From an optimization exercise on the open Yosys and OpenROAD flow, aimed at small area; shortcuts taken in it are not production practice. Power figures rest on the tool's default switching activity, not on a simulated workload.

## swqd
module swqd (
    input  wire        clk,
    input  wire        rst,
    input  wire        us_tick,
    input  wire        qd_tick,
    input  wire        dq_in,
    output wire        dq_drive_low,
    input  wire        enc_a,
    input  wire        enc_b,
    input  wire        enc_btn,
    input  wire        enc_sw,
    input  wire        bus_sel,
    input  wire        bus_we,
    input  wire [3:0]  bus_addr,
    input  wire [15:0] bus_wdata,
    output reg  [15:0] bus_rdata
);
Size: ~400 cells after synthesis, about 89 flip-flops, roughly 0.0041 mm^2 of cells after synthesis.
==> flow/config.mk <==
export PLATFORM = sky130hd
export DESIGN_NAME = swqd
export DESIGN_NICKNAME = swqd
export VERILOG_FILES = /design/flow/design.v
export SDC_FILE = /design/flow/constraint.sdc
export NUM_CORES = 4
export LEC_CHECK = 0
export CAP_MARGIN = 20
export CORE_MARGIN = 2
export CORE_UTILIZATION = 40
export PLACE_DENSITY = 0.6
export SLEW_MARGIN = 20
==> flow/constraint.sdc <==
create_clock -name core_clock -period 10.0 [get_ports {clk}]
set_input_delay 2.0000 -clock core_clock [delete_from_list [all_inputs] [get_ports {clk}]]
set_output_delay 2.0000 -clock core_clock [all_outputs]
set_load 0.01 [all_outputs]
standard.sh (not shown) runs the stock make flow with config.mk's settings and CLKGATE_MAP_FILE= SYNTH_SCRIPT=/design/flow/synth_recipe.tcl, a recipe that flattens the netlist after the stock synthesis.
==> flow/flow/run.sh <==
#!/bin/bash
# The standard layout (standard.sh) with three changes:
#  - synthesis maps the logic with an area-oriented ABC script
#    (flow/abc_area.script, used in place of ORFS's abc_speed.script);
#  - every port is still buffered, but with buf_1 cells;
#  - CTS builds the tree from clkbuf_8 cells, without dummy loads.
# Each step's full output goes to a log file in this folder; ORFS's own
# per-step logs are under orfs/logs/.
set -euo pipefail
W=$(pwd)

# Synthesis: a copy of ORFS's scripts with the area ABC script swapped in.
rm -rf "$W/scripts_area"
mkdir -p "$W/scripts_area"
cp -r "$FLOW_HOME/scripts/." "$W/scripts_area/"
cp "$W/flow/abc_area.script" "$W/scripts_area/abc_speed.script"
SCRIPTS_DIR="$W/scripts_area" bash "$W/standard.sh" synth > "$W/run_synth.log" 2>&1

# Floorplan to the final layout with ORFS's own scripts.
export BUFFER_PORTS_ARGS="-buffer_cell sky130_fd_sc_hd__buf_1"
export CTS_ARGS="-sink_clustering_enable -repair_clock_nets -buf_list sky130_fd_sc_hd__clkbuf_8 -dont_use_dummy_load"
bash "$W/standard.sh" > "$W/run_layout.log" 2>&1
==> flow/flow/abc_area.script <==
&get -n
&st
&deepsyn -T 60
&dch
&nf -a
&put
==> next run, changes <==
==> flow/run.sh (new file) <==
#!/bin/bash
# synth_recipe.tcl (not shown) runs the flow's synth.tcl, then flattens the netlist and writes it again
# the make line also repeats each setting of config.mk as NAME=value (left out here)
make -C /OpenROAD-flow-scripts/flow DESIGN_CONFIG=/design/flow/config.mk WORK_HOME=/design/flow/orfs CLKGATE_MAP_FILE= SYNTH_SCRIPT=/design/flow/synth_recipe.tcl finish
Settings changed: CTS_BUF_LIST set to sky130_fd_sc_hd__clkbuf_16, CTS_CLUSTER_DIAMETER set to 500, CTS_CLUSTER_SIZE set to 100.
removed: flow/flow/run.sh
removed: flow/flow/abc_area.script
removed: flow/standard.sh
Outcome:
- register-to-register slack gets worse by 0.10 ns
- total power grows by 21%
- die area came out higher by 14%
- worst hold slack loses 0.010 ns
- maximum frequency went down by 12%
- clock-buffer cell count stays the same
- clock skew went down by 0.026 ns
==> next run, changes <==
Settings changed: CTS_BUF_LIST sky130_fd_sc_hd__clkbuf_16 to sky130_fd_sc_hd__clkbuf_8, CTS_CLUSTER_DIAMETER 500 to 60, CTS_CLUSTER_SIZE 100 to 20.
What happened: Combinational power is about the same; wire length barely changes; global-route usage goes down by 0.11 points; first-iteration DRC count went down by 7.8%; critical path depth does not change; worst hold slack gains 0.0049 ns; area after synthesis is unchanged; setup slack improves by 0.058 ns; clock-buffer cell count went up by 1; clock power goes down by 27%; cell area goes down by 1.7%.
No functional check of the RTL was part of any run of this note.

## static timing again, ports no longer ideal
Ports are ideal in the flow. The routed layouts listed here were re-timed in OpenROAD. Step 1 (the two cells are an assumption about what drives the block):
set clk [get_ports {clk}]
set_driving_cell -lib_cell sky130_fd_sc_hd__clkbuf_16 $clk
set_driving_cell -lib_cell sky130_fd_sc_hd__buf_2 [delete_from_list [all_inputs] $clk]
Step 2 adds t to the input delays and takes it off the output delays; t is the mean of the earliest and latest rising clock arrival at the registers after step 1. Input paths then give back, and output paths get back, about the clock's delay inside the block. Three values: ideal ports, drivers, drivers and shift; two values: the first two.
run | t, ns | setup WS [ns] | worst hold slack (ns) | worst data-port slew with drivers (ns)
the first run | 0.380 | 3.782 / 3.762 / 3.762 | 0.336 / 0.336 / 0.336 | 0.03
the second run | 0.377 | 2.948 / 2.922 / 2.922 | 0.326 / 0.326 / 0.326 | 0.04
the third run | 0.398 | 3.005 / 2.979 / 2.979 | 0.331 / 0.331 / 0.331 | 0.04
After both steps every run listed still meets setup and hold.
